Context: an optimization exercise on an open-source flow, tuned for small area. The choices shown serve that exercise and are no tape-out recipe.
The RTL was checked by simulation tests, not by an equivalence proof against the original design.
Power and IR drop assume default switching activity.

--- design.v ---
module uavtalk_rx #(
    parameter STAT_W = 16
) (
    input  wire              clk,
    input  wire              rst,           
    input  wire              in_valid,
    input  wire [7:0]        in_byte,
    input  wire              cat_hit,
    input  wire [15:0]       cat_size,
    input  wire              stats_clr,
    output reg               res_valid,
    output wire [1:0]        res_code,      
    output reg  [2:0]        err_code,
    output wire [7:0]        frm_type,
    output reg  [31:0]       frm_objid,
    output reg  [15:0]       frm_instid,
    output reg  [7:0]        frm_len,
    output reg               pl_valid,
    output reg  [7:0]        pl_byte,
    output wire [7:0]        pl_index,
    output reg  [STAT_W-1:0] rx_bytes,
    output reg  [STAT_W-1:0] rx_objects,
    output reg  [STAT_W-1:0] rx_errors
);
    localparam [2:0] E_NONE         = 3'd0,
                     E_BAD_SYNC     = 3'd1,
                     E_BAD_VERSION  = 3'd2,
                     E_BAD_SIZE     = 3'd3,
                     E_UNKNOWN_OBJ  = 3'd4,
                     E_TOO_LARGE    = 3'd5,
                     E_LEN_MISMATCH = 3'd6,
                     E_BAD_CHECKSUM = 3'd7;
    localparam [8:0] POS_SYNC = 9'h1F5;
    function [7:0] crc8_update;
        input [7:0] crc;
        input [7:0] data;
        integer i;
        reg [7:0] c;
        begin
            c = crc ^ data;
            for (i = 0; i < 8; i = i + 1)
                c = c[7] ? ((c << 1) ^ 8'h07) : (c << 1);
            crc8_update = c;
        end
    endfunction
    reg [8:0] pos;
    reg [7:0] crc;
    reg [2:0] typ;         
    reg       sz_hi;       
    reg       res_ok;
    assign frm_type = {5'b00100, typ};
    assign pl_index = pos[7:0];
    assign res_code = {err_code != 3'd0, res_ok};
    wire       hdr   = pos[8] & (pos[3:0] != 4'hF);
    wire [3:0] hp    = pos[3:0];
    wire       s_sync  = hdr & (hp == 4'h5);
    wire       s_type  = hdr & (hp == 4'h6);
    wire       s_szlo  = hdr & (hp == 4'h7);
    wire       s_szhi  = hdr & (hp == 4'h8);
    wire       s_obj0  = hdr & (hp == 4'h9);
    wire       s_obj1  = hdr & (hp == 4'hA);
    wire       s_obj2  = hdr & (hp == 4'hB);
    wire       s_obj3  = hdr & (hp == 4'hC);
    wire       s_inst0 = hdr & (hp == 4'hD);
    wire       s_inst1 = hdr & (hp == 4'hE);
    wire [8:0] pos_inc = pos + 9'd1;
    wire       at_ck   = ~hdr & (pos_inc[7:0] == frm_len);
    wire       s_data  = ~hdr & ~at_ck;
    wire [15:0] full_size = {in_byte, frm_len};
    wire        size_bad  = (full_size < 16'd10) || (full_size > 16'd266);
    wire [8:0]  size_m10  = full_size[8:0] - 9'd10;
    wire        use_cat   = ~typ[0] & ~typ[2];       
    wire        too_large = use_cat & (cat_size[15:8] != 8'd0);
    wire [7:0]  exp_len   = use_cat ? cat_size[7:0] : 8'd0;
    wire        len_bad   = sz_hi | (exp_len != frm_len);
    wire        type_ok   = (in_byte[7:3] == 5'b00100) & (in_byte[2:0] <= 3'd4);
    wire        ck_ok     = (in_byte == crc);
    reg  [2:0]  cause;
    always @* begin
        cause = E_NONE;
        if (s_sync && in_byte != 8'h3C)  cause = E_BAD_SYNC;
        if (s_type && !type_ok)          cause = E_BAD_VERSION;
        if (s_szhi && size_bad)          cause = E_BAD_SIZE;
        if (s_inst1) begin
            if (!cat_hit)                cause = E_UNKNOWN_OBJ;
            else if (too_large)          cause = E_TOO_LARGE;
            else if (len_bad)            cause = E_LEN_MISMATCH;
        end
        if (at_ck && !ck_ok)             cause = E_BAD_CHECKSUM;
    end
    wire step_ok   = at_ck & ck_ok;
    wire step_disc = (cause != E_NONE);
    wire to_sync   = step_ok | (step_disc & ~s_sync);
    always @(posedge clk) begin
        err_code <= cause;
        res_ok   <= step_ok;
        pl_byte  <= in_byte;
        if (rst) begin
            res_valid <= 1'b0;
            pl_valid  <= 1'b0;
            pos       <= POS_SYNC;
        end else begin
            res_valid <= in_valid;
            pl_valid  <= in_valid & s_data;
            if (in_valid && !(s_sync && step_disc))
                pos <= to_sync ? POS_SYNC : pos_inc;
        end
        if (in_valid) begin
            crc <= crc8_update(s_sync ? 8'h00 : crc, in_byte);
            if (s_type) typ <= in_byte[2:0];
            if (s_szlo) frm_len <= in_byte;
            if (s_szhi) {sz_hi, frm_len} <= size_m10;
            if (s_obj0) frm_objid[7:0]   <= in_byte;
            if (s_obj1) frm_objid[15:8]  <= in_byte;
            if (s_obj2) frm_objid[23:16] <= in_byte;
            if (s_obj3) frm_objid[31:24] <= in_byte;
            if (s_inst0) frm_instid[7:0]  <= in_byte;
            if (s_inst1) frm_instid[15:8] <= in_byte;
        end
    end
    wire [STAT_W-1:0] b_bytes   = stats_clr ? {STAT_W{1'b0}} : rx_bytes;
    wire [STAT_W-1:0] b_objects = stats_clr ? {STAT_W{1'b0}} : rx_objects;
    wire [STAT_W-1:0] b_errors  = stats_clr ? {STAT_W{1'b0}} : rx_errors;
    always @(posedge clk) begin
        if (rst) begin
            rx_bytes   <= {STAT_W{1'b0}};
            rx_objects <= {STAT_W{1'b0}};
            rx_errors  <= {STAT_W{1'b0}};
        end else begin
            rx_bytes   <= b_bytes   + {{(STAT_W-1){1'b0}}, in_valid & ~&b_bytes};
            rx_objects <= b_objects + {{(STAT_W-1){1'b0}}, in_valid & step_ok & ~&b_objects};
            rx_errors  <= b_errors  + {{(STAT_W-1){1'b0}}, in_valid & step_disc & ~&b_errors};
        end
    end
endmodule
--- run.sh ---
#!/bin/bash
# synth_recipe.tcl (not shown) runs the flow's synth.tcl, then flattens the netlist and writes it again
# the make line also repeats each setting of config.mk as NAME=value (left out here)
make -C /OpenROAD-flow-scripts/flow DESIGN_CONFIG=/design/flow/config.mk WORK_HOME=/design/flow/orfs CLKGATE_MAP_FILE= SYNTH_SCRIPT=/design/flow/synth_recipe.tcl finish
--- config.mk ---
export PLATFORM = sky130hd
export DESIGN_NAME = uavtalk_rx
export DESIGN_NICKNAME = uavtalk_rx
export VERILOG_FILES = /design/flow/design.v
export SDC_FILE = /design/flow/constraint.sdc
export NUM_CORES = 4
export LEC_CHECK = 0
export CAP_MARGIN = 20
export CORE_MARGIN = 2
export CORE_UTILIZATION = 40
export SLEW_MARGIN = 20
--- constraint.sdc ---
create_clock -name core_clock -period 7.0 [get_ports {clk}]
set_input_delay 1.4000 -clock core_clock [delete_from_list [all_inputs] [get_ports {clk}]]
set_output_delay 1.4000 -clock core_clock [all_outputs]
set_load 0.01 [all_outputs]
==> results.py, run 1 <==
metrics = {
    "outcome": {
        "result_of_the_run": "timing/DRC/antenna clean",
    },
    "global_route": {
        "grt_pass1_wl_um": 27700,
        "globalRoute.totalOverflow": 0,
        "first_global_vias": 5158,
        "largest_net_degree_at_the_start_of_global_routing": 29,
        "antenna_violations_before_repair": 0,
        "track_usage_pct": 20.0,
    },
    "clock_tree": {
        "cts_max_path_buffers": 2,
        "worstSkewPairLatency_ns": 0.43,
        "htreeDepth": 4,
        "postCtsHoldBufs": 0,
        "cts_inserted_buffers": 17,
        "clock-root-buffer": "sky130_fd_sc_hd__clkbuf_16",
        "post-cts-setup-buffers": 0,
        "cts.repair.resized": 0,
        "cts_tree": "yes",
        "clock-sinks": 139,
        "clk_pin_slew_ns": 0.07,
    },
    "finish": {
        "synthToLayoutAreaGrowth_pct": 33.9,
        "final_cell_area_um2": 8940,
        "final_core_utilization_pct": 54.3,
        "nets": 830,
        "layout-drive-gt1-share_pct": 6.36,
        "antenna_cells_inserted": 0,
    },
    "detailed_routing": {
        "routed-via-count": 5156,
        "via_per_inst": 5.05,
        "drt_iter0_drc": 260,
        "drtAntennaViolNets": 0,
        "detail_route.drc_violations": 0,
        "drt-wirelength-per-cell_um": 17.1,
        "route.final.wire_length_um": 17500,
        "drt_pre_antenna_iters": 4,
    },
    "timing": {
        "min_period_over_period_pct": 63.5,
        "drv_slew": 0,
        "fmax_ghz": 0.225,
        "finalSetupTns_ns": 0,
        "worst_clock_skew_ns": 0.00903,
        "final-setup-viol-count": 0,
        "layout_min_cycle_time_ns": 4.44,
        "max-slew-margin-rel_pct": 31.7,
        "report.final.hold_viol_count": 0,
        "worst_hold_slack_ns": 0.510,
        "worst_pin_slew_ns": 1.02,
        "rsz_0062_raised_after_global_routing": "false",
    },
    "floorplan": {
        "core_area_um2": 16500,
        "floorplan.die_area_um2": 17700,
        "initial_utilization_pct": 40.5,
        "ioPinCount": 164,
        "placement_rows": 47,
        "die_w_um": 133,
        "chipHeight_um": 133,
    },
    "setup_path": {
        "crit_arrival_ns": 4.74,
        "critical_path.slowest_cell": "sky130_fd_sc_hd__clkdlybuf4s50_1",
        "crit_fanout": 13,
        "class_of_the_most_critical_setup_path": "input port to flip-flop",
        "rr_worst_depth": 14,
        "worstSetupStartpointType": "input port",
        "critical_path_required_ns": 7.30,
        "setup.worst_path.end_class": "flip-flop",
        "critical_path.max_stage_delay_ns": 0.70,
        "cell_chain_critical_path": "clkdlybuf4s50_1, nor4_1, o311a_1, a2bb2oi_2, and3_1, o211ai_2, o211a_1, ha_1, ha_1, and3_1, nand3_1, xor2_1, nor2_1",
    },
    "synthesis": {
        "synth_compound_area_share_pct": 6.86,
        "post_synthesis_share_of_cell_area_spent_on_xor_and_xnor_gates_pct": 12.7,
        "ys_types": 63,
        "yosys-top-cells-count": "sky130_fd_sc_hd__dfxtp_1 (71), sky130_fd_sc_hd__nor2_1 (71), sky130_fd_sc_hd__edfxtp_1 (68)",
        "post_synth_edffs": 68,
        "netlist_area_um2": 6670,
        "post_synth_and_or_nand_nor_area_fraction_pct": 21.4,
        "synth.largest_area_cell": "sky130_fd_sc_hd__edfxtp_1",
        "synth_seq_area_share_pct": 51.9,
        "synth_top_area_share_pct": 30.6,
        "synthTopCellsByArea": "sky130_fd_sc_hd__edfxtp_1 (31%), sky130_fd_sc_hd__dfxtp_1 (21%), sky130_fd_sc_hd__xnor2_1 (8.5%)",
        "synth-seq-cells": 139,
        "dominant_combinational_cell_family_by_area_after_synthesis": "simple AND/OR/NAND/NOR gates",
        "synthesis.yosys.warnings": 1,
        "synth_ff_type": "sky130_fd_sc_hd__dfxtp_1",
        "syn_avg_cell_area_um2": 10.2,
        "synthAdderAreaFrac_pct": 2.25,
        "async_reset_ff_share_pct": 0,
        "syn-instance-count": 653,
        "yosys-mux-area-fraction_pct": 0,
    },
    "power_and_ir_drop": {
        "power.ir.vdd_worst_uv": 188,
        "p_leak_nw": 3.11,
        "cellPowerDensity_nw_per_um2": 255,
    },
    "hold_path": {
        "hold_path.class": "flip-flop to flip-flop",
        "timing.hold.worst_path_depth": 2,
    },
    "job": {
        "max_cap_viol_count": 0,
    },
    "placed_design": {
        "dp_hpwl_um": 12300,
        "post_dp_cell_area_um2": 8320,
        "gpl.final_weighted_congestion": 0.819,
        "numPortBuffers": 158,
    },
}
[registers in the layout (all words and copies together), names as in the netlist, 9 cells and up]
register	cells
rx_objects	16
pos	9
rx_errors	16
frm_instid	16
rx_bytes	16
frm_objid	32
[through the flow]
step | setup slack, ns | total power [mW] | cells
after global routing | 2.30 | 2.38 | 1022
final | 2.56 | 2.28 | 1022
after floorplan | 3.17 | 1.24 | 656
after global placement | 2.27 | 1.34 | 990
after CTS | 2.62 | 2.30 | 1022
after detailed placement | 2.16 | 1.35 | 990
[placed cells by master, fill, tap and decap left out, types with 27 or more instances in the layout]
master / n
sky130_fd_sc_hd__clkdlybuf4s50_1: 158
sky130_fd_sc_hd__nor2_1: 71
sky130_fd_sc_hd__dfxtp_1: 71
sky130_fd_sc_hd__edfxtp_1: 68
sky130_fd_sc_hd__xnor2_1: 65
sky130_fd_sc_hd__nand2_1: 49
sky130_fd_sc_hd__xor2_1: 32
sky130_fd_sc_hd__nand3_1: 32
sky130_fd_sc_hd__nor2b_1: 27
[critical path, delay by kind of cell]
family,cells,cell delay [ns]
AO/OA/AOI/OAI,4,0.91
XOR/XNOR,1,0.15
adder cells (fa/ha/maj),2,0.46
buffers and inverters,1,0.70
AND/OR/NAND/NOR,5,1.09
[where the power goes]
| part | internal, mW | switching [mW] |
|---|---|---|
| logic | 0.179 | 0.205 |
| registers | 0.899 | 0.0529 |
| clock network | 0.547 | 0.397 |
[cell type report]
type	instances	area, um2
tap	220	275
sequential	139	3460
fill	1402	7530
clock inverter	15	198
timing repair buffer	163	1620
multi-input combinational	455	2910
clock buffer	17	425
inverter	13	48.8
[per-layer routing]
metal | part of all wire, % | global-route usage, % | up-vias
met5 | 0 | 0 | -
li1 | - | - | 2505
met1 | 46 | 26.0 | 2431
met2 | 46 | 32.2 | 192
met3 | 6.1 | 5.14 | 28
met4 | 2.0 | 7.80 | 0
[cell families (layout without fill, tap and decap cells)]
| family | count (synthesis) | in the layout |
|---|---|---|
| and+or+nand+nor | 277 | 277 |
| adders and majority gates | 12 | 12 |
| xor gates and xnor gates | 97 | 97 |
| other | 2 | 5 |
| DFF | 139 | 139 |
| buffers and inverters | 62 | 208 |
| AOI/OAI and AO/OA | 64 | 64 |
[worst paths after layout]
kind | from | to | slack (ns)
setup / recovery | in_byte[3] | rx_errors[6]$_SDFF_PP0_ | 2.56
hold / removal | rx_errors[11]$_SDFF_PP0_ | rx_errors[11]$_SDFF_PP0_ | 0.51
setup reg to reg | pos[0]$_SDFFE_PP1P_ | rx_errors[14]$_SDFF_PP0_ | 2.88
hold reg to reg | rx_errors[11]$_SDFF_PP0_ | rx_errors[11]$_SDFF_PP0_ | 0.51
==> run 2, diff against run 1 <==
--- a/design.v
+++ b/design.v
@@ -17,3 +17,3 @@
     output reg  [7:0]        frm_len,
-    output reg               pl_valid,
+    output wire              pl_valid,
     output reg  [7:0]        pl_byte,
@@ -49,6 +49,4 @@
     reg       sz_hi;       
-    reg       res_ok;
     assign frm_type = {5'b00100, typ};
     assign pl_index = pos[7:0];
-    assign res_code = {err_code != 3'd0, res_ok};
     wire       hdr   = pos[8] & (pos[3:0] != 4'hF);
@@ -65,2 +63,4 @@
     wire       s_inst1 = hdr & (hp == 4'hE);
+    assign res_code = {err_code != 3'd0, s_sync & (err_code == 3'd0)};
+    assign pl_valid = res_valid & ~pos[8];
     wire [8:0] pos_inc = pos + 9'd1;
@@ -68,5 +68,6 @@
     wire       s_data  = ~hdr & ~at_ck;
-    wire [15:0] full_size = {in_byte, frm_len};
-    wire        size_bad  = (full_size < 16'd10) || (full_size > 16'd266);
-    wire [8:0]  size_m10  = full_size[8:0] - 9'd10;
+    wire [8:0]  lo_m10    = {1'b0, in_byte} - 9'd10;
+    wire        hi_eq     = (in_byte == {7'd0, sz_hi});
+    wire        hi_p1     = (in_byte == {6'd0, sz_hi, ~sz_hi});
+    wire        size_bad  = ~hi_eq & ~(hi_p1 & (frm_len == 8'd0));
     wire        use_cat   = ~typ[0] & ~typ[2];       
@@ -76,3 +77,4 @@
     wire        type_ok   = (in_byte[7:3] == 5'b00100) & (in_byte[2:0] <= 3'd4);
-    wire        ck_ok     = (in_byte == crc);
+    wire [7:0]  crc_d     = (s_sync ? 8'h00 : crc) ^ in_byte;
+    wire        ck_ok     = (crc_d == 8'd0);
     reg  [2:0]  cause;
@@ -95,3 +97,2 @@
         err_code <= cause;
-        res_ok   <= step_ok;
         pl_byte  <= in_byte;
@@ -99,3 +100,2 @@
             res_valid <= 1'b0;
-            pl_valid  <= 1'b0;
             pos       <= POS_SYNC;
@@ -103,3 +103,2 @@
             res_valid <= in_valid;
-            pl_valid  <= in_valid & s_data;
             if (in_valid && !(s_sync && step_disc))
@@ -108,6 +107,6 @@
         if (in_valid) begin
-            crc <= crc8_update(s_sync ? 8'h00 : crc, in_byte);
+            crc <= crc8_update(8'h00, crc_d);
             if (s_type) typ <= in_byte[2:0];
-            if (s_szlo) frm_len <= in_byte;
-            if (s_szhi) {sz_hi, frm_len} <= size_m10;
+            if (s_szlo) {sz_hi, frm_len} <= lo_m10;
+            if (s_szhi) sz_hi <= ~hi_eq;
             if (s_obj0) frm_objid[7:0]   <= in_byte;
@@ -120,15 +119,22 @@
     end
-    wire [STAT_W-1:0] b_bytes   = stats_clr ? {STAT_W{1'b0}} : rx_bytes;
-    wire [STAT_W-1:0] b_objects = stats_clr ? {STAT_W{1'b0}} : rx_objects;
-    wire [STAT_W-1:0] b_errors  = stats_clr ? {STAT_W{1'b0}} : rx_errors;
+    wire kill = rst | stats_clr;
+    wire [STAT_W:0] tb_, to_, te_;
+    assign tb_[0] = in_valid & ~&rx_bytes;
+    assign to_[0] = in_valid & step_ok & ~&rx_objects;
+    assign te_[0] = in_valid & step_disc & ~&rx_errors;
+    genvar gi;
+    generate
+        for (gi = 0; gi < STAT_W; gi = gi + 1) begin : g_carry
+            assign tb_[gi+1] = tb_[gi] & rx_bytes[gi];
+            assign to_[gi+1] = to_[gi] & rx_objects[gi];
+            assign te_[gi+1] = te_[gi] & rx_errors[gi];
+        end
+    endgenerate
     always @(posedge clk) begin
-        if (rst) begin
-            rx_bytes   <= {STAT_W{1'b0}};
-            rx_objects <= {STAT_W{1'b0}};
-            rx_errors  <= {STAT_W{1'b0}};
-        end else begin
-            rx_bytes   <= b_bytes   + {{(STAT_W-1){1'b0}}, in_valid & ~&b_bytes};
-            rx_objects <= b_objects + {{(STAT_W-1){1'b0}}, in_valid & step_ok & ~&b_objects};
-            rx_errors  <= b_errors  + {{(STAT_W-1){1'b0}}, in_valid & step_disc & ~&b_errors};
-        end
+        rx_bytes[STAT_W-1:1]   <= kill ? {(STAT_W-1){1'b0}} : rx_bytes[STAT_W-1:1]   ^ tb_[STAT_W-1:1];
+        rx_objects[STAT_W-1:1] <= kill ? {(STAT_W-1){1'b0}} : rx_objects[STAT_W-1:1] ^ to_[STAT_W-1:1];
+        rx_errors[STAT_W-1:1]  <= kill ? {(STAT_W-1){1'b0}} : rx_errors[STAT_W-1:1]  ^ te_[STAT_W-1:1];
+        rx_bytes[0]   <= rst ? 1'b0 : stats_clr ? in_valid             : rx_bytes[0]   ^ tb_[0];
+        rx_objects[0] <= rst ? 1'b0 : stats_clr ? (in_valid & step_ok)   : rx_objects[0] ^ to_[0];
+        rx_errors[0]  <= rst ? 1'b0 : stats_clr ? (in_valid & step_disc) : rx_errors[0]  ^ te_[0];
     end
==> flow/run.sh (new file) <==
#!/bin/bash
set -euo pipefail
bash standard.sh BUFFER_PORTS_ARGS="-buffer_cell sky130_fd_sc_hd__buf_1" finish > standard_flow.log 2>&1
==> standard.sh (new file) <==
#!/bin/bash
# synth_recipe.tcl (not shown) runs the flow's synth.tcl, then flattens the netlist and writes it again
# the make line also repeats each setting of config.mk as NAME=value (left out here)
make -C /OpenROAD-flow-scripts/flow DESIGN_CONFIG=/design/flow/config.mk WORK_HOME=/design/flow/orfs CLKGATE_MAP_FILE= SYNTH_SCRIPT=/design/flow/synth_recipe.tcl "${@:-finish}"
--- a/config.mk
+++ b/config.mk
@@ -9,3 +9,4 @@
 export CORE_MARGIN = 2
-export CORE_UTILIZATION = 40
+export CORE_UTILIZATION = 75
+export CTS_BUF_LIST = sky130_fd_sc_hd__clkbuf_4 sky130_fd_sc_hd__clkbuf_8
 export SLEW_MARGIN = 20
removed: run.sh
==> results.py, run 2 <==
metrics = {
    "outcome": {
        "result_of_the_run": "timing/DRC/antenna clean",
    },
    "floorplan": {
        "placement_rows": 33,
        "die_w_um": 95.4,
        "ioPinCount": 164,
        "initial_utilization_pct": 76.6,
        "floorplan.die_area_um2": 9100,
        "chipHeight_um": 95.4,
        "core_area_um2": 8180,
    },
    "synthesis": {
        "synth_seq_area_share_pct": 54.7,
        "synthesis.yosys.warnings": 1,
        "synthAdderAreaFrac_pct": 10.6,
        "syn-instance-count": 526,
        "dominant_combinational_cell_family_by_area_after_synthesis": "simple AND/OR/NAND/NOR gates",
        "post_synthesis_share_of_cell_area_spent_on_xor_and_xnor_gates_pct": 6.27,
        "post_synth_edffs": 68,
        "syn_avg_cell_area_um2": 11.9,
        "yosys.cell_count.top_type": "sky130_fd_sc_hd__dfxtp_1",
        "yosys-mux-area-fraction_pct": 0.479,
        "post_synth_and_or_nand_nor_area_fraction_pct": 17.0,
        "synth-seq-cells": 137,
        "synth.largest_area_cell": "sky130_fd_sc_hd__edfxtp_1",
        "async_reset_ff_share_pct": 0,
        "synth_ff_type": "sky130_fd_sc_hd__dfxtp_1",
        "synth_top_area_share_pct": 32.6,
        "synthTopCellsByArea": "sky130_fd_sc_hd__edfxtp_1 (33%), sky130_fd_sc_hd__dfxtp_1 (22%), sky130_fd_sc_hd__ha_1 (11%)",
        "ys_types": 60,
        "yosys-top-cells-count": "sky130_fd_sc_hd__dfxtp_1 (69), sky130_fd_sc_hd__edfxtp_1 (68), sky130_fd_sc_hd__ha_1 (53)",
        "synth_compound_area_share_pct": 6.73,
        "netlist_area_um2": 6260,
    },
    "finish": {
        "mostFrequentLayoutCell": "sky130_fd_sc_hd__buf_1",
        "final_core_utilization_pct": 88.4,
        "layout_common_cells": "sky130_fd_sc_hd__buf_1 (158), sky130_fd_sc_hd__dfxtp_1 (69), sky130_fd_sc_hd__edfxtp_1 (68), sky130_fd_sc_hd__ha_1 (53), sky130_fd_sc_hd__and2_1 (47)",
        "final-instance-count-excl-fill": 799,
        "regMostFlops": "frm_objid",
        "synthToLayoutAreaGrowth_pct": 15.4,
        "nets": 763,
        "layout-drive-gt1-share_pct": 8.07,
        "largest_reg_flops": 32,
        "antenna_cells_inserted": 0,
    },
    "setup_path": {
        "timing.critical_path.mode_cell": "sky130_fd_sc_hd__ha_1",
        "r2r_slack_ns": 0.68,
        "rr_worst_depth": 27,
        "critical_path.slowest_cell": "sky130_fd_sc_hd__dfxtp_1",
        "setup.worst_path.end_class": "flip-flop",
        "crit_fanout": 14,
        "crit-reg2reg-capture": "rx_errors[15]$_SDFF_PP0_",
        "critical_path.reg2reg.startpoint": "pos[2]$_SDFFE_PP1P_",
        "timing.critical_path.to": "rx_errors[15]$_SDFF_PP0_",
        "crit_arrival_ns": 6.64,
        "class_of_the_most_critical_setup_path": "flip-flop to flip-flop",
        "critical_path_required_ns": 7.32,
        "critical_path.max_stage_delay_ns": 0.60,
        "cp-startpoint": "pos[2]$_SDFFE_PP1P_",
        "worstSetupStartpointType": "flip-flop",
    },
    "detailed_routing": {
        "drtAntennaViolNets": 0,
        "drt-wirelength-per-cell_um": 19.4,
        "via_per_inst": 6.08,
        "drt_iter0_drc": 342,
        "detail_route.drc_violations": 0,
        "route.final.wire_length_um": 15500,
        "drt_pre_antenna_iters": 7,
        "routed-via-count": 4859,
    },
    "timing": {
        "min_period_over_period_pct": 90.3,
        "layout_min_cycle_time_ns": 6.32,
        "rsz_0062_raised_after_global_routing": "false",
        "final.setup.worst_slack_ns": 0.678,
        "worst_clock_skew_ns": 0.0127,
        "final-setup-viol-count": 0,
        "report.final.hold_viol_count": 0,
        "drv_slew": 0,
        "max-slew-margin-rel_pct": 43.8,
        "finalSetupTns_ns": 0,
        "worst_pin_slew_ns": 0.843,
        "fmax_ghz": 0.158,
    },
    "clock_tree": {
        "clock-root-buffer": "sky130_fd_sc_hd__clkbuf_8",
        "cts_tree": "yes",
        "cts_max_path_buffers": 2,
        "postCtsHoldBufs": 0,
        "cts.repair.resized": 0,
        "post-cts-setup-buffers": 0,
        "clock-sinks": 137,
        "clk_pin_slew_ns": 0.09,
        "cts_inserted_buffers": 17,
        "worstSkewPairLatency_ns": 0.45,
        "htreeDepth": 4,
    },
    "hold_path": {
        "hold_path.class": "flip-flop to flip-flop",
    },
    "placed_design": {
        "place_inst": 767,
        "dp_worst_setup_slack_ns": 0.596,
        "dp_hpwl_um": 10600,
        "gpl.final_weighted_congestion": 0.868,
        "numPortBuffers": 158,
    },
    "power_and_ir_drop": {
        "p_leak_nw": 2.89,
        "cellPowerDensity_nw_per_um2": 290,
        "power.ir.vdd_worst_uv": 204,
        "total_power_mw": 2.09,
    },
    "global_route": {
        "antenna_violations_before_repair": 0,
        "largest_net_degree_at_the_start_of_global_routing": 44,
        "first_global_vias": 4706,
        "track_usage_pct": 34.8,
        "grt_pass1_wl_um": 23400,
        "globalRoute.totalOverflow": 0,
    },
    "job": {
        "max_cap_viol_count": 0,
    },
}
-- run 2: worst max-delay path: cells and delay by family (launching register included) --
| family | cells | cell delay (ns) |
|---|---|---|
| adder cells (fa/ha/maj) | 16 | 3.06 |
| flip-flops | 1 | 0.60 |
| XOR/XNOR | 2 | 0.54 |
| AND/OR/NAND/NOR | 7 | 1.37 |
| AO/OA/AOI/OAI | 2 | 0.61 |
-- run 2: metal layers --
layer | vias up | GRT usage (%) | part of all wire [%]
li1 | 2179 | - | -
met1 | 2278 | 39.8 | 36
met2 | 321 | 59.2 | 51
met3 | 81 | 8.14 | 8.3
met4 | 0 | 21.2 | 4.6
met5 | - | 0 | 0
-- run 2: stage by stage --
| step | instance area (um2) | hold WS [ns] |
|---|---|---|
| after floorplan | 6270 | 0.495 |
| after global placement | 6840 | 0.525 |
| after detailed placement | 6840 | 0.548 |
| after CTS | 7230 | 0.560 |
| after global routing | 7230 | 0.605 |
| final | 7230 | 0.559 |
-- run 2: worst min-delay path by stage --
stage | to | depth (start not counted) | from
2_1_floorplan | pos[7]$_SDFFE_PP1P_ | 2 | pos[7]$_SDFFE_PP1P_
3_3_place_gp | pos[7]$_SDFFE_PP1P_ | 2 | pos[7]$_SDFFE_PP1P_
3_5_place_dp | pos[7]$_SDFFE_PP1P_ | 2 | pos[7]$_SDFFE_PP1P_
4_1_cts | pos[7]$_SDFFE_PP1P_ | 2 | pos[7]$_SDFFE_PP1P_
5_1_grt | rx_errors[15]$_SDFF_PP0_ | 2 | rx_errors[15]$_SDFF_PP0_
6_report | pos[7]$_SDFFE_PP1P_ | 2 | pos[7]$_SDFFE_PP1P_
-- run 2: kinds of logic after synthesis --
kind of cell | Yosys count
adders and majority gates | 53
xor gates and xnor gates | 44
DFF | 137
muxes | 3
and+or+nand+nor | 187
buffers and inverters | 44
AOI/OAI and AO/OA | 56
other | 2
-- run 2: layout make-up --
type	instances	area (um2)
Clock inverter	15	155
Multi-Input combinational cell	348	2590
Inverter	11	41.3
Clock buffer	17	234
Sequential cell	137	3420
Tap cell	105	131
Fill cell	393	947
Timing Repair Buffer	166	653
-- run 2: power breakdown --
group / switching [mW] / total, mW / internal [mW]
registers: 0.0494 / 0.966 / 0.916
logic: 0.299 / 0.493 / 0.194
clock network: 0.341 / 0.636 / 0.295
total: 0.690 / 2.09 / 1.40
==> run 3, diff against run 2 <==
--- a/config.mk
+++ b/config.mk
@@ -9,4 +9,4 @@
 export CORE_MARGIN = 2
-export CORE_UTILIZATION = 75
-export CTS_BUF_LIST = sky130_fd_sc_hd__clkbuf_4 sky130_fd_sc_hd__clkbuf_8
+export CORE_UTILIZATION = 65
+export CTS_BUF_LIST = sky130_fd_sc_hd__clkbuf_8
 export SLEW_MARGIN = 20
==> results.py, run 3 <==
metrics = {
    "synthesis": {
        "post_synth_edffs": 68,
        "netlist_area_um2": 6260,
        "synthesis.yosys.warnings": 1,
        "synthTopCellsByArea": "sky130_fd_sc_hd__edfxtp_1 (33%), sky130_fd_sc_hd__dfxtp_1 (22%), sky130_fd_sc_hd__ha_1 (11%)",
        "synth_ff_type": "sky130_fd_sc_hd__dfxtp_1",
        "yosys.cell_count.top_type": "sky130_fd_sc_hd__dfxtp_1",
        "async_reset_ff_share_pct": 0,
        "ys_types": 60,
        "synth-seq-cells": 137,
        "yosys-top-cells-count": "sky130_fd_sc_hd__dfxtp_1 (69), sky130_fd_sc_hd__edfxtp_1 (68), sky130_fd_sc_hd__ha_1 (53)",
        "synth_seq_area_share_pct": 54.7,
        "syn-instance-count": 526,
        "synth.largest_area_cell": "sky130_fd_sc_hd__edfxtp_1",
        "syn_avg_cell_area_um2": 11.9,
        "synth_top_area_share_pct": 32.6,
    },
    "clock_tree": {
        "cts_inserted_buffers": 17,
        "postCtsHoldBufs": 0,
        "cts_max_path_buffers": 2,
        "worstSkewPairLatency_ns": 0.43,
        "cts_tree": "yes",
        "post-cts-setup-buffers": 0,
        "htreeDepth": 4,
        "cts.repair.resized": 0,
        "clock-sinks": 137,
        "clk_pin_slew_ns": 0.08,
        "clock-root-buffer": "sky130_fd_sc_hd__clkbuf_8",
    },
    "finish": {
        "final_cell_area_um2": 7260,
        "mostFrequentLayoutCell": "sky130_fd_sc_hd__buf_1",
        "synthToLayoutAreaGrowth_pct": 15.9,
        "regMostFlops": "frm_objid",
        "layout-drive-gt1-share_pct": 7.65,
        "filler_cell_count": 662,
        "largest_reg_flops": 32,
        "layout_common_cells": "sky130_fd_sc_hd__buf_1 (158), sky130_fd_sc_hd__dfxtp_1 (69), sky130_fd_sc_hd__edfxtp_1 (68), sky130_fd_sc_hd__ha_1 (53), sky130_fd_sc_hd__and2_1 (47)",
        "nets": 762,
        "antenna_cells_inserted": 0,
    },
    "setup_path": {
        "class_of_the_most_critical_setup_path": "flip-flop to flip-flop",
        "cp-startpoint": "pos[2]$_SDFFE_PP1P_",
        "setup.worst_path.end_class": "flip-flop",
        "crit_fanout": 14,
        "critical_path.reg2reg.startpoint": "pos[2]$_SDFFE_PP1P_",
        "critical_path_required_ns": 7.30,
        "crit_arrival_ns": 6.43,
        "worstSetupStartpointType": "flip-flop",
    },
    "power_and_ir_drop": {
        "power.ir.vdd_worst_uv": 174,
        "cellPowerDensity_nw_per_um2": 287,
        "p_leak_nw": 2.90,
        "total_power_mw": 2.08,
    },
    "floorplan": {
        "ioPinCount": 164,
        "initial_utilization_pct": 67.5,
        "die_w_um": 102,
        "placement_rows": 35,
        "core_area_um2": 9280,
        "floorplan.die_area_um2": 10400,
        "chipHeight_um": 102,
    },
    "global_route": {
        "globalRoute.totalOverflow": 0,
        "track_usage_pct": 25.6,
        "largest_net_degree_at_the_start_of_global_routing": 44,
        "grt_pass1_wl_um": 20400,
        "first_global_vias": 4234,
        "antenna_violations_before_repair": 0,
    },
    "placed_design": {
        "post_dp_cell_area_um2": 6860,
        "dp_hpwl_um": 9460,
        "gpl.final_weighted_congestion": 0.847,
        "numPortBuffers": 158,
        "dp_worst_setup_slack_ns": 0.701,
    },
    "timing": {
        "layout_min_cycle_time_ns": 6.13,
        "worst_pin_slew_ns": 1.03,
        "fmax_ghz": 0.163,
        "drv_slew": 0,
        "final.setup.worst_slack_ns": 0.870,
        "final-setup-viol-count": 0,
        "report.final.hold_viol_count": 0,
        "min_period_over_period_pct": 87.6,
        "rsz_0062_raised_after_global_routing": "false",
        "worst_clock_skew_ns": 0.0127,
        "max-slew-margin-rel_pct": 31.1,
        "finalSetupTns_ns": 0,
        "worst_hold_slack_ns": 0.548,
    },
    "detailed_routing": {
        "drt-wirelength-per-cell_um": 16.1,
        "drt_iter0_drc": 177,
        "drtAntennaViolNets": 0,
        "route.final.wire_length_um": 13300,
        "detail_route.drc_violations": 0,
        "routed-via-count": 4477,
        "drt_pre_antenna_iters": 4,
        "via_per_inst": 5.45,
    },
    "hold_path": {
        "hold_path_startpoint": "pos[7]$_SDFFE_PP1P_",
        "hold_path.class": "flip-flop to flip-flop",
    },
    "job": {
        "max_cap_viol_count": 0,
    },
    "outcome": {
        "result_of_the_run": "timing/DRC/antenna clean",
    },
}
run 3: cell counts after synthesis:
Identical to the previous run, type by type.
run 3: layer usage:
metal,GRT usage (%),up-vias,wire length [um]
met2,43.4,164,6690
met5,0,-,0
met4,9.13,0,163
met1,32.6,2119,5650
met3,5.61,15,754
li1,-,2179,-
run 3: final timing paths:
path,endpoint,slack (ns),cells past startpoint
worst max register to register,rx_errors[15]$_SDFF_PP0_,0.87,27
worst max-delay path,rx_errors[15]$_SDFF_PP0_,0.87,27
worst min register to register,pos[7]$_SDFFE_PP1P_,0.55,2
worst min-delay path,pos[7]$_SDFFE_PP1P_,0.55,2
run 3: metrics by stage:
step	instances	utilization [%]
finish	822	78.2
global route	822	78.2
CTS	822	78.2
detailed placement	790	73.9
global placement	790	73.9
floorplan	529	-
run 3: layout make-up:
class	instances	area [um2]	area share, %
Clock inverter	15	161	2.22
Timing Repair Buffer	165	646	8.90
Multi-Input combinational cell	348	2590	35.7
Inverter	11	41.3	0.569
Sequential cell	137	3420	47.2
Clock buffer	17	234	3.22
Tap cell	129	161	2.22
run 3: where the power goes:
part | internal [mW] | total, mW | switching (mW)
combinational | 0.191 | 0.467 | 0.276
sequential | 0.916 | 0.961 | 0.0448
clock | 0.325 | 0.651 | 0.326
run 3: kinds of logic after synthesis:
kind of cell | share of synthesized area [%]
AO/OA/AOI/OAI | 6.73
multiplexers | 0.479
buffers and inverters | 4.17
AND/OR/NAND/NOR | 17.0
adder cells (fa/ha/maj) | 10.6
flip-flops | 54.7
other | 0.120
XOR/XNOR | 6.27
run 3: critical path: stages (launching register included):
cell and delay, ns:
sky130_fd_sc_hd__dfxtp_1 0.61, sky130_fd_sc_hd__nor2b_1 0.25, sky130_fd_sc_hd__nand3_1 0.48, sky130_fd_sc_hd__nand2_1 0.25, sky130_fd_sc_hd__xor2_1 0.39, sky130_fd_sc_hd__ha_1 0.26
sky130_fd_sc_hd__o2111ai_1 0.18, sky130_fd_sc_hd__nand3_2 0.16, sky130_fd_sc_hd__nand2_1 0.08, sky130_fd_sc_hd__o31ai_1 0.34, sky130_fd_sc_hd__nor2_1 0.09, sky130_fd_sc_hd__ha_1 0.19
sky130_fd_sc_hd__ha_1 0.18, sky130_fd_sc_hd__ha_1 0.18, sky130_fd_sc_hd__ha_1 0.18, sky130_fd_sc_hd__ha_1 0.18, sky130_fd_sc_hd__ha_1 0.18, sky130_fd_sc_hd__ha_1 0.18
sky130_fd_sc_hd__ha_1 0.18, sky130_fd_sc_hd__ha_1 0.18, sky130_fd_sc_hd__ha_1 0.18, sky130_fd_sc_hd__ha_1 0.18, sky130_fd_sc_hd__ha_1 0.18, sky130_fd_sc_hd__ha_1 0.18
sky130_fd_sc_hd__ha_1 0.18, sky130_fd_sc_hd__ha_1 0.18, sky130_fd_sc_hd__xnor2_1 0.14, sky130_fd_sc_hd__nor3_1 0.06
==> run 4, diff against run 3 <==
==> flow/run.sh (replaced) <==
#!/bin/bash
set -euo pipefail
bash standard.sh \
  "BUFFER_PORTS_ARGS=-buffer_cell sky130_fd_sc_hd__buf_1" \
  "CTS_ARGS=-sink_clustering_enable -repair_clock_nets -dont_use_dummy_load -buf_list sky130_fd_sc_hd__clkbuf_8" \
  finish > standard_flow.log 2>&1
--- a/config.mk
+++ b/config.mk
@@ -9,3 +9,3 @@
 export CORE_MARGIN = 2
-export CORE_UTILIZATION = 65
+export CORE_UTILIZATION = 75
 export CTS_BUF_LIST = sky130_fd_sc_hd__clkbuf_8
==> results.py, run 4 <==
metrics = {
    "power_and_ir_drop": {
        "power.share.clock_pct": 24.1,
        "power.ir.vdd_worst_uv": 164,
        "p_seq_share_pct": 50.4,
        "cellPowerDensity_nw_per_um2": 271,
        "cell_internal_pwr_mw": 1.32,
        "share_comb_of_total_power_pct": 25.5,
        "p_leak_nw": 2.82,
        "switching_power_mw": 0.594,
        "switching_share_pct": 31.0,
    },
    "timing": {
        "final-setup-viol-count": 0,
        "finalSetupTns_ns": 0,
        "final.setup.worst_slack_ns": 0.827,
        "layout_min_cycle_time_ns": 6.17,
        "drv_slew": 0,
        "max-slew-margin-rel_pct": 42.8,
        "min_period_over_period_pct": 88.2,
        "rsz_0062_raised_after_global_routing": "false",
        "fmax_ghz": 0.162,
        "report.final.hold_viol_count": 0,
        "worst_clock_skew_ns": 0.0350,
        "worst_pin_slew_ns": 0.858,
    },
    "finish": {
        "layout_common_cells": "sky130_fd_sc_hd__buf_1 (158), sky130_fd_sc_hd__dfxtp_1 (69), sky130_fd_sc_hd__edfxtp_1 (68), sky130_fd_sc_hd__ha_1 (53), sky130_fd_sc_hd__and2_1 (47)",
        "mostFrequentLayoutCell": "sky130_fd_sc_hd__buf_1",
        "filler_cell_count": 439,
        "largest_reg_flops": 32,
        "layout-drive-gt1-share_pct": 6.04,
        "antenna_cells_inserted": 0,
        "regMostFlops": "frm_objid",
        "final_core_utilization_pct": 86.5,
        "synthToLayoutAreaGrowth_pct": 12.9,
        "nets": 763,
    },
    "synthesis": {
        "yosys-top-cells-count": "sky130_fd_sc_hd__dfxtp_1 (69), sky130_fd_sc_hd__edfxtp_1 (68), sky130_fd_sc_hd__ha_1 (53)",
        "synth_ff_type": "sky130_fd_sc_hd__dfxtp_1",
        "syn_avg_cell_area_um2": 11.9,
        "netlist_area_um2": 6260,
        "synth.largest_area_cell": "sky130_fd_sc_hd__edfxtp_1",
        "synthesis.yosys.warnings": 1,
        "ys_types": 60,
        "synth-seq-cells": 137,
        "synthTopCellsByArea": "sky130_fd_sc_hd__edfxtp_1 (33%), sky130_fd_sc_hd__dfxtp_1 (22%), sky130_fd_sc_hd__ha_1 (11%)",
        "synth_top_area_share_pct": 32.6,
        "post_synth_edffs": 68,
        "synth_seq_area_share_pct": 54.7,
        "async_reset_ff_share_pct": 0,
        "yosys.cell_count.top_type": "sky130_fd_sc_hd__dfxtp_1",
        "syn-instance-count": 526,
    },
    "global_route": {
        "globalRoute.totalOverflow": 0,
        "track_usage_pct": 34.4,
        "first_global_vias": 4714,
        "grt_pass1_wl_um": 23200,
        "largest_net_degree_at_the_start_of_global_routing": 44,
        "antenna_violations_before_repair": 0,
    },
    "clock_tree": {
        "clk_pin_slew_ns": 0.06,
        "cts.repair.resized": 0,
        "post-cts-setup-buffers": 0,
        "cts_inserted_buffers": 17,
        "htreeDepth": 4,
        "postCtsHoldBufs": 0,
        "cts_max_path_buffers": 2,
        "worstSkewPairLatency_ns": 0.44,
        "cts_tree": "yes",
        "clock-root-buffer": "sky130_fd_sc_hd__clkbuf_8",
        "clock-sinks": 137,
    },
    "setup_path": {
        "r2r_slack_ns": 0.83,
        "worstSetupStartpointType": "flip-flop",
        "class_of_the_most_critical_setup_path": "flip-flop to flip-flop",
        "crit_arrival_ns": 6.45,
        "timing.critical_path.mode_cell": "sky130_fd_sc_hd__ha_1",
        "critical_path.top_delay_family": "adder cells",
        "rr_worst_depth": 27,
        "crit_buf_inv": 0,
        "critical_path_required_ns": 7.28,
        "critical_path.max_stage_delay_ns": 0.60,
        "critical_path.reg2reg.startpoint": "pos[2]$_SDFFE_PP1P_",
        "crit-reg2reg-capture": "rx_errors[15]$_SDFF_PP0_",
        "crit_fanout": 14,
        "setup.worst_path.end_class": "flip-flop",
        "critical_path.slowest_cell": "sky130_fd_sc_hd__dfxtp_1",
    },
    "detailed_routing": {
        "drt_iter0_drc": 373,
        "drt_pre_antenna_iters": 7,
        "drt-wirelength-per-cell_um": 19.6,
        "route.final.wire_length_um": 15300,
        "detail_route.drc_violations": 0,
        "drtAntennaViolNets": 0,
        "via_per_inst": 6.10,
        "routed-via-count": 4785,
    },
    "placed_design": {
        "gpl.final_weighted_congestion": 0.868,
        "dp_worst_setup_slack_ns": 0.596,
        "dp_hpwl_um": 10600,
        "numPortBuffers": 158,
    },
    "floorplan": {
        "die_w_um": 95.4,
        "placement_rows": 33,
        "core_area_um2": 8180,
        "ioPinCount": 164,
        "initial_utilization_pct": 76.6,
        "floorplan.die_area_um2": 9100,
        "chipHeight_um": 95.4,
    },
    "hold_path": {
        "hold_path_startpoint": "pos[7]$_SDFFE_PP1P_",
        "hold_path.class": "flip-flop to flip-flop",
        "timing.hold.worst_path_depth": 2,
        "holdPathEnd": "pos[7]$_SDFFE_PP1P_",
    },
    "outcome": {
        "result_of_the_run": "timing/DRC/antenna clean",
    },
    "job": {
        "max_cap_viol_count": 0,
    },
}
[run 4: cell counts after synthesis]
No cell type changed its count.
[run 4: metrics by stage]
step	hold WS (ns)	power [mW]	instances	area, um2
2_1_floorplan	0.495	1.34	529	6270
3_3_place_gp	0.525	1.42	767	6840
3_5_place_dp	0.548	1.45	767	6840
4_1_cts	0.557	1.91	784	7070
5_1_grt	0.599	1.99	784	7070
6_report	0.561	1.92	784	7070
[run 4: routing by layer]
metal	part of all wire [%]	vias up	wire, um	GRT usage, %
li1	-	2162	-	-
met1	35	2228	5440	39.2
met2	51	333	7850	59.6
met3	9.1	62	1390	7.51
met4	4.3	0	657	20.0
met5	0	-	0	0
[run 4: cell families after synthesis]
| kind of cell | Yosys count | synth area share, % |
|---|---|---|
| flops | 137 | 54.7 |
| simple gates | 187 | 17.0 |
| mux | 3 | 0.479 |
| buf+inv | 44 | 4.17 |
| fa+ha+maj | 53 | 10.6 |
| xor+xnor | 44 | 6.27 |
| compound gates | 56 | 6.73 |
| other cells | 2 | 0.120 |
[run 4: layout make-up]
class | instances | area [um2] | share of cell area [%]
sequential | 137 | 3420 | 48.4
multi-input combinational | 348 | 2590 | 36.6
timing repair buffer | 166 | 653 | 9.23
clock buffer | 17 | 234 | 3.31
tap | 105 | 131 | 1.86
inverter | 11 | 41.3 | 0.584
[run 4: how the worst max path moves through the flow]
stage	from	endpoint	slack, ns	cells past startpoint
after global placement	in_byte[7]	rx_errors[15]$_SDFF_PP0_	0.92	25
after floorplan	in_byte[4]	rx_errors[14]$_SDFF_PP0_	1.42	24
after CTS	pos[2]$_SDFFE_PP1P_	rx_errors[15]$_SDFF_PP0_	0.90	27
after detailed placement	in_byte[7]	rx_errors[15]$_SDFF_PP0_	0.60	25
final	pos[2]$_SDFFE_PP1P_	rx_errors[15]$_SDFF_PP0_	0.83	27
after global routing	pos[2]$_SDFFE_PP1P_	rx_errors[15]$_SDFF_PP0_	0.56	27
[run 4: worst min-delay path: cells and delay by family, from the launching register on]
family / cells / cell delay (ns)
AO/OA/AOI/OAI: 1 / 0.06
buffers and inverters: 1 / 0.08
flip-flops: 1 / 0.38
[run 4: power by group through the flow]
stage               sequential (mW)  combinational, mW  clock [mW]
finish                        0.965              0.489       0.463
floorplan                     0.969              0.370           0
CTS                           0.963              0.484       0.462
global placement              0.974              0.442           0
detailed placement            0.981              0.465           0
global route                  0.970              0.527       0.491
==> run 5, diff against run 4 <==
==> flow/run.sh (replaced) <==
#!/bin/bash
set -euo pipefail
bash standard.sh \
  "BUFFER_PORTS_ARGS=-buffer_cell sky130_fd_sc_hd__buf_1" \
  "CTS_ARGS=-sink_clustering_enable -repair_clock_nets -dont_use_dummy_load -buf_list sky130_fd_sc_hd__clkbuf_8 -sink_clustering_size 30" \
  finish > standard_flow.log 2>&1
--- a/config.mk
+++ b/config.mk
@@ -10,3 +10,2 @@
 export CORE_UTILIZATION = 75
-export CTS_BUF_LIST = sky130_fd_sc_hd__clkbuf_8
 export SLEW_MARGIN = 20
==> results.py, run 5 <==
metrics = {
    "clock_tree": {
        "clock-root-buffer": "sky130_fd_sc_hd__clkbuf_8",
        "htreeDepth": 4,
        "clk_pin_slew_ns": 0.06,
        "clock-sinks": 137,
        "cts_inserted_buffers": 17,
        "postCtsHoldBufs": 0,
        "cts_max_path_buffers": 2,
        "post-cts-setup-buffers": 0,
        "cts_tree": "yes",
        "worstSkewPairLatency_ns": 0.44,
        "cts.repair.resized": 0,
    },
    "detailed_routing": {
        "route.final.wire_length_um": 15300,
        "drt_pre_antenna_iters": 7,
        "detail_route.drc_violations": 0,
        "drt-wirelength-per-cell_um": 19.6,
        "drt_iter0_drc": 373,
        "drtAntennaViolNets": 0,
        "via_per_inst": 6.10,
        "routed-via-count": 4785,
    },
    "global_route": {
        "globalRoute.totalOverflow": 0,
        "track_usage_pct": 34.4,
        "largest_net_degree_at_the_start_of_global_routing": 44,
        "antenna_violations_before_repair": 0,
        "first_global_vias": 4714,
        "grt_pass1_wl_um": 23200,
    },
    "synthesis": {
        "synth_top_area_share_pct": 32.6,
        "synthTopCellsByArea": "sky130_fd_sc_hd__edfxtp_1 (33%), sky130_fd_sc_hd__dfxtp_1 (22%), sky130_fd_sc_hd__ha_1 (11%)",
        "synth_seq_area_share_pct": 54.7,
        "yosys.cell_count.top_type": "sky130_fd_sc_hd__dfxtp_1",
        "synth.largest_area_cell": "sky130_fd_sc_hd__edfxtp_1",
        "synth-seq-cells": 137,
        "yosys-top-cells-count": "sky130_fd_sc_hd__dfxtp_1 (69), sky130_fd_sc_hd__edfxtp_1 (68), sky130_fd_sc_hd__ha_1 (53)",
        "syn-instance-count": 526,
        "syn_avg_cell_area_um2": 11.9,
        "post_synth_edffs": 68,
        "netlist_area_um2": 6260,
        "async_reset_ff_share_pct": 0,
        "synth_ff_type": "sky130_fd_sc_hd__dfxtp_1",
        "ys_types": 60,
        "synthesis.yosys.warnings": 1,
    },
    "finish": {
        "largest_reg_flops": 32,
        "layout_common_cells": "sky130_fd_sc_hd__buf_1 (158), sky130_fd_sc_hd__dfxtp_1 (69), sky130_fd_sc_hd__edfxtp_1 (68), sky130_fd_sc_hd__ha_1 (53), sky130_fd_sc_hd__and2_1 (47)",
        "mostFrequentLayoutCell": "sky130_fd_sc_hd__buf_1",
        "antenna_cells_inserted": 0,
        "final_core_utilization_pct": 86.5,
        "regMostFlops": "frm_objid",
        "final-instance-count-excl-fill": 784,
        "nets": 763,
        "layout-drive-gt1-share_pct": 6.04,
        "final_cell_area_um2": 7070,
        "synthToLayoutAreaGrowth_pct": 12.9,
    },
    "power_and_ir_drop": {
        "total_power_mw": 1.92,
        "p_leak_nw": 2.82,
        "switching_share_pct": 31.0,
        "power.ir.vdd_worst_uv": 164,
        "cellPowerDensity_nw_per_um2": 271,
        "p_seq_share_pct": 50.4,
        "share_comb_of_total_power_pct": 25.5,
        "power.share.clock_pct": 24.1,
        "cell_internal_pwr_mw": 1.32,
        "switching_power_mw": 0.594,
    },
    "setup_path": {
        "crit_buf_inv": 0,
        "critical_path.max_stage_delay_ns": 0.60,
        "setup.worst_path.end_class": "flip-flop",
        "critical_path.slowest_cell": "sky130_fd_sc_hd__dfxtp_1",
        "crit-reg2reg-capture": "rx_errors[15]$_SDFF_PP0_",
        "critical_path.top_delay_family": "adder cells",
        "rr_worst_depth": 27,
        "critical_path.reg2reg.startpoint": "pos[2]$_SDFFE_PP1P_",
        "crit_fanout": 14,
        "critical_path_depth": 27,
        "r2r_slack_ns": 0.83,
        "crit_arrival_ns": 6.45,
        "timing.critical_path.mode_cell": "sky130_fd_sc_hd__ha_1",
        "class_of_the_most_critical_setup_path": "flip-flop to flip-flop",
        "worstSetupStartpointType": "flip-flop",
        "critical_path_required_ns": 7.28,
    },
    "timing": {
        "worst_hold_slack_ns": 0.561,
        "final-setup-viol-count": 0,
        "fmax_ghz": 0.162,
        "worst_pin_slew_ns": 0.858,
        "finalSetupTns_ns": 0,
        "worst_clock_skew_ns": 0.0350,
        "report.final.hold_viol_count": 0,
        "max-slew-margin-rel_pct": 42.8,
        "final.setup.worst_slack_ns": 0.827,
        "drv_slew": 0,
        "min_period_over_period_pct": 88.2,
        "rsz_0062_raised_after_global_routing": "false",
        "layout_min_cycle_time_ns": 6.17,
    },
    "floorplan": {
        "initial_utilization_pct": 76.6,
        "placement_rows": 33,
        "core_area_um2": 8180,
        "floorplan.die_area_um2": 9100,
        "chipHeight_um": 95.4,
        "ioPinCount": 164,
        "die_w_um": 95.4,
    },
    "placed_design": {
        "post_dp_cell_area_um2": 6840,
        "dp_hpwl_um": 10600,
        "numPortBuffers": 158,
        "dp_worst_setup_slack_ns": 0.596,
        "place_inst": 767,
        "gpl.final_weighted_congestion": 0.868,
    },
    "outcome": {
        "result_of_the_run": "timing/DRC/antenna clean",
    },
    "hold_path": {
        "hold_path.class": "flip-flop to flip-flop",
        "timing.hold.worst_path_depth": 2,
        "hold_path_startpoint": "pos[7]$_SDFFE_PP1P_",
        "holdPathEnd": "pos[7]$_SDFFE_PP1P_",
    },
    "job": {
        "max_cap_viol_count": 0,
    },
}
[run 5: how the worst max path moves through the flow]
stage                        startpoint                  endpoint  slack (ns)
detailed placement           in_byte[7]  rx_errors[15]$_SDFF_PP0_        0.60
finish              pos[2]$_SDFFE_PP1P_  rx_errors[15]$_SDFF_PP0_        0.83
floorplan                    in_byte[4]  rx_errors[14]$_SDFF_PP0_        1.42
CTS                 pos[2]$_SDFFE_PP1P_  rx_errors[15]$_SDFF_PP0_        0.90
global route        pos[2]$_SDFFE_PP1P_  rx_errors[15]$_SDFF_PP0_        0.56
global placement             in_byte[7]  rx_errors[15]$_SDFF_PP0_        0.92
[run 5: worst min-delay path, cell delays in order (launching register included)]
cell                      delay (ns)
sky130_fd_sc_hd__dfxtp_1        0.38
sky130_fd_sc_hd__inv_1          0.08
sky130_fd_sc_hd__a22oi_1        0.06
[run 5: kinds of logic after synthesis]
family | Yosys count | share of synthesized area, %
adder cells (fa/ha/maj) | 53 | 10.6
AND/OR/NAND/NOR | 187 | 17.0
AO/OA/AOI/OAI | 56 | 6.73
XOR/XNOR | 44 | 6.27
buffers and inverters | 44 | 4.17
other | 2 | 0.120
multiplexers | 3 | 0.479
flip-flops | 137 | 54.7
[run 5: area by class of cell]
cell class / instances / area, um2
clock buffers: 17 / 234
flip-flops and latches: 137 / 3420
repair buffers: 166 / 653
multi-input cells: 348 / 2590
inverters: 11 / 41.3
fillers: 439 / 1100
well taps: 105 / 131
[run 5: power by group through the flow]
stage	sequential, mW	combinational (mW)	clock [mW]
floorplan	0.969	0.370	0
global placement	0.974	0.442	0
detailed placement	0.981	0.465	0
CTS	0.963	0.484	0.462
global route	0.970	0.527	0.491
finish	0.965	0.489	0.463
[run 5: layer usage]
metal	GRT usage [%]	up-vias	part of all wire [%]
li1	-	2162	-
met1	39.2	2228	35
met2	59.6	333	51
met3	7.51	62	9.1
met4	20.0	0	4.3
met5	0	-	0
==> run 6, diff against run 5 <==
--- a/design.v
+++ b/design.v
@@ -66,3 +66,6 @@
     wire [8:0] pos_inc = pos + 9'd1;
-    wire       at_ck   = ~hdr & (pos_inc[7:0] == frm_len);
+    wire        use_cat = ~typ[0] & ~typ[2];       
+    wire [7:0]  cmp_a   = hdr ? (cat_size[7:0] & {8{use_cat}}) : pos_inc[7:0];
+    wire        cmp_eq  = (cmp_a == frm_len);
+    wire        at_ck   = ~hdr & cmp_eq;
     wire       s_data  = ~hdr & ~at_ck;
@@ -72,6 +75,4 @@
     wire        size_bad  = ~hi_eq & ~(hi_p1 & (frm_len == 8'd0));
-    wire        use_cat   = ~typ[0] & ~typ[2];       
     wire        too_large = use_cat & (cat_size[15:8] != 8'd0);
-    wire [7:0]  exp_len   = use_cat ? cat_size[7:0] : 8'd0;
-    wire        len_bad   = sz_hi | (exp_len != frm_len);
+    wire        len_bad   = sz_hi | ~cmp_eq;
     wire        type_ok   = (in_byte[7:3] == 5'b00100) & (in_byte[2:0] <= 3'd4);
==> flow/run.sh (replaced) <==
#!/bin/bash
set -euo pipefail
bash standard.sh \
  "BUFFER_PORTS_ARGS=-buffer_cell sky130_fd_sc_hd__buf_1" \
  "CTS_ARGS=-sink_clustering_enable -repair_clock_nets -dont_use_dummy_load -buf_list sky130_fd_sc_hd__clkbuf_8" \
  finish > standard_flow.log 2>&1
--- a/config.mk
+++ b/config.mk
@@ -10,2 +10,3 @@
 export CORE_UTILIZATION = 75
+export CTS_BUF_LIST = sky130_fd_sc_hd__clkbuf_8
 export SLEW_MARGIN = 20
==> results.py, run 6 <==
metrics = {
    "outcome": {
        "result_of_the_run": "timing/DRC/antenna clean",
    },
    "synthesis": {
        "ys_types": 56,
        "synth_seq_area_share_pct": 56.2,
        "post_synth_edffs": 68,
        "netlist_area_um2": 6090,
        "synthAdderAreaFrac_pct": 10.9,
        "synth_ff_type": "sky130_fd_sc_hd__dfxtp_1",
        "yosys-mux-area-fraction_pct": 0.329,
        "post_synthesis_share_of_cell_area_spent_on_xor_and_xnor_gates_pct": 5.32,
        "yosys-top-cells-count": "sky130_fd_sc_hd__dfxtp_1 (69), sky130_fd_sc_hd__edfxtp_1 (68), sky130_fd_sc_hd__and2_1 (53), sky130_fd_sc_hd__ha_1 (53), sky130_fd_sc_hd__nor2_1 (26)",
        "synthTopCellsByArea": "sky130_fd_sc_hd__edfxtp_1 (34%), sky130_fd_sc_hd__dfxtp_1 (23%), sky130_fd_sc_hd__ha_1 (11%)",
        "async_reset_ff_share_pct": 0,
        "yosys.cell_count.top_type": "sky130_fd_sc_hd__dfxtp_1",
        "post_synth_and_or_nand_nor_area_fraction_pct": 16.9,
        "dominant_combinational_cell_family_by_area_after_synthesis": "simple AND/OR/NAND/NOR gates",
        "synth-seq-cells": 137,
        "synth_top_area_share_pct": 33.5,
        "syn-instance-count": 513,
        "synthesis.yosys.warnings": 1,
        "synth_compound_area_share_pct": 6.86,
        "syn_avg_cell_area_um2": 11.9,
        "synth.largest_area_cell": "sky130_fd_sc_hd__edfxtp_1",
    },
    "timing": {
        "layout_min_cycle_time_ns": 6.56,
        "max-slew-margin-rel_pct": 38.8,
        "final-setup-viol-count": 0,
        "fmax_ghz": 0.153,
        "report.final.hold_viol_count": 0,
        "finalSetupTns_ns": 0,
        "min_period_over_period_pct": 93.6,
        "worst_pin_slew_ns": 0.918,
        "worst_clock_skew_ns": 0.0279,
        "drv_slew": 0,
        "rsz_0062_raised_after_global_routing": "false",
    },
    "clock_tree": {
        "post-cts-setup-buffers": 0,
        "htreeDepth": 4,
        "clock-root-buffer": "sky130_fd_sc_hd__clkbuf_8",
        "postCtsHoldBufs": 0,
        "cts_inserted_buffers": 17,
        "clk_pin_slew_ns": 0.05,
        "cts_max_path_buffers": 2,
        "clock-sinks": 137,
        "cts.repair.resized": 0,
        "cts_tree": "yes",
        "worstSkewPairLatency_ns": 0.44,
    },
    "power_and_ir_drop": {
        "cellPowerDensity_nw_per_um2": 258,
        "power.ir.vdd_worst_uv": 167,
        "total_power_mw": 1.79,
        "share_comb_of_total_power_pct": 21.5,
        "p_leak_nw": 2.79,
        "switching_power_mw": 0.527,
        "p_seq_share_pct": 52.8,
        "power.share.clock_pct": 25.7,
        "switching_share_pct": 29.4,
        "cell_internal_pwr_mw": 1.26,
    },
    "setup_path": {
        "critical_path_required_ns": 7.31,
        "critical_path.top_delay_family": "adder cells",
        "setup.worst_path.end_class": "flip-flop",
        "critical_path.slowest_cell": "sky130_fd_sc_hd__or4_1",
        "crit_arrival_ns": 6.86,
        "critical_path.max_stage_delay_ns": 0.57,
        "crit_buf_inv": 1,
        "timing.critical_path.mode_cell": "sky130_fd_sc_hd__ha_1",
        "class_of_the_most_critical_setup_path": "input port to flip-flop",
        "crit_fanout": 4,
        "worstSetupStartpointType": "input port",
    },
    "global_route": {
        "largest_net_degree_at_the_start_of_global_routing": 43,
        "track_usage_pct": 36.3,
        "grt_pass1_wl_um": 23800,
        "first_global_vias": 4696,
        "antenna_violations_before_repair": 0,
        "globalRoute.totalOverflow": 0,
    },
    "placed_design": {
        "gpl.final_weighted_congestion": 0.883,
        "numPortBuffers": 158,
        "post_dp_cell_area_um2": 6720,
        "dp_hpwl_um": 10800,
    },
    "finish": {
        "layout_common_cells": "sky130_fd_sc_hd__buf_1 (158), sky130_fd_sc_hd__dfxtp_1 (69), sky130_fd_sc_hd__edfxtp_1 (68), sky130_fd_sc_hd__and2_1 (53), sky130_fd_sc_hd__ha_1 (53)",
        "mostFrequentLayoutCell": "sky130_fd_sc_hd__buf_1",
        "nets": 754,
        "regMostFlops": "frm_objid",
        "antenna_cells_inserted": 0,
        "layout-drive-gt1-share_pct": 5.07,
        "final_cell_area_um2": 6950,
        "synthToLayoutAreaGrowth_pct": 14.1,
        "largest_reg_flops": 32,
    },
    "detailed_routing": {
        "route.met3.wl_um": 1690,
        "routed-via-count": 4844,
        "drt-wirelength-per-cell_um": 19.9,
        "drtAntennaViolNets": 0,
        "route.final.wire_length_um": 15300,
        "detail_route.drc_violations": 0,
        "drt_pre_antenna_iters": 6,
        "m1WireLength_um": 5510,
        "via_per_inst": 6.27,
        "drt_iter0_drc": 557,
        "topRoutingLayerUsed": "met4",
        "wl_met2_um": 7350,
    },
    "floorplan": {
        "initial_utilization_pct": 78.0,
        "floorplan.die_area_um2": 8860,
        "core_area_um2": 7810,
        "ioPinCount": 164,
        "placement_rows": 32,
        "chipHeight_um": 94.1,
        "die_w_um": 94.1,
    },
    "hold_path": {
        "hold_path.class": "flip-flop to flip-flop",
    },
    "job": {
        "max_cap_viol_count": 0,
    },
}
-- run 6: changes by cell type in the layout (fill, tap and decap cells not counted), moves of 3 or more --
cell                       previous run  this run
sky130_fd_sc_hd__a31oi_1              7         2
sky130_fd_sc_hd__xnor2_1             26        18
sky130_fd_sc_hd__and3_1               2         7
sky130_fd_sc_hd__a21oi_1              8        12
sky130_fd_sc_hd__nor2_1              30        26
sky130_fd_sc_hd__o21ai_0             11        16
sky130_fd_sc_hd__a21o_1               3         0
sky130_fd_sc_hd__and2_1              47        53
sky130_fd_sc_hd__nor4bb_1             4         0
sky130_fd_sc_hd__or4_1                0         3
sky130_fd_sc_hd__o21a_1               3         6
sky130_fd_sc_hd__nand2_1             27        24
sky130_fd_sc_hd__nand3_1             11         6
-- run 6: worst min-delay path, cell delays in order, from the launching register on --
cell                      delay [ns]
sky130_fd_sc_hd__dfxtp_1        0.33
sky130_fd_sc_hd__xnor2_1        0.15
sky130_fd_sc_hd__nor3_1         0.04
-- run 6: power by group through the flow --
stage	combinational (mW)	sequential (mW)	clock, mW
finish	0.385	0.946	0.461
global route	0.415	0.948	0.490
CTS	0.375	0.943	0.461
detailed placement	0.364	0.959	0
global placement	0.342	0.954	0
floorplan	0.261	0.953	0
-- run 6: cell families after synthesis --
kind of cell,count (synthesis)
AOI/OAI and AO/OA,61
xor gates and xnor gates,37
adders and majority gates,53
buffers and inverters,41
DFF,137
muxes,2
other,2
and+or+nand+nor,180
-- run 6: worst paths after layout --
kind,start,endpoint,slack [ns],cells after the start
worst max register to register,pos[0]$_SDFFE_PP1P_,rx_errors[14]$_SDFF_PP0_,0.54,26
worst min register to register,rx_errors[15]$_SDFF_PP0_,rx_errors[15]$_SDFF_PP0_,0.56,2
worst max-delay path,cat_size[2],rx_errors[14]$_SDFF_PP0_,0.44,25
worst min-delay path,rx_errors[15]$_SDFF_PP0_,rx_errors[15]$_SDFF_PP0_,0.56,2
-- run 6: per-stage QoR --
stage	hold slack, ns	worst slack [ns]	std cells	util (%)
after detailed placement	0.565	0.0574	755	86.0
final	0.562	0.445	772	89.0
after floorplan	0.509	0.545	516	-
after global placement	0.550	0.273	755	86.0
after CTS	0.570	0.492	772	89.0
after global routing	0.591	0.185	772	89.0
-- run 6: area by class of cell --
type / count / area [um2]
tap: 102 / 128
multi-input combinational: 338 / 2470
inverter: 13 / 48.8
clock buffer: 17 / 234
sequential: 137 / 3420
fill: 350 / 856
timing repair buffer: 165 / 646
-- run 6: layer usage --
metal / GRT usage, % / vias up
li1: - / 2134
met1: 42.7 / 2183
met2: 60.3 / 419
met3: 11.5 / 108
met4: 17.3 / 0
met5: 0 / -

-- re-timing with driven ports --
Ports are ideal in the flow. The routed layouts listed here were re-timed in OpenROAD. Step 1, drivers: a clkbuf_16 drives clk and a buf_2 each remaining input, both assumed. Step 2, shift: input delay + t, output delay - t, t = (earliest + latest rising clock arrival at the registers) / 2. This alone moves slack from input paths to output paths. a / b / c = ideal / step 1 / step 2; a / b = the first two.
run | t, ns | setup slack, ns | worst setup path after step 2 | worst register clock-pin slew, ns
run 1 | 0.465 | 2.558 / 2.581 / 2.116 | input to register | 0.07 / 0.07
run 2 | 0.476 | 0.678 / 0.677 / 0.339 | input to register | 0.09 / 0.09
run 3 | 0.464 | 0.870 / 0.870 / 0.719 | input to register | 0.09 / 0.09
run 4 | 0.460 | 0.827 / 0.827 / 0.404 | input to register | 0.09 / 0.09
run 5 | 0.460 | 0.827 / 0.827 / 0.404 | input to register | 0.09 / 0.09
run 6 | 0.456 | 0.445 / 0.453 / -0.002 | input to register | 0.09 / 0.09
With both steps, setup timing fails in run 6, where it was met with ideal ports. The setup slack of run 6, which loses most, moves by +0.008 ns with the drivers and by -0.447 ns with both steps.
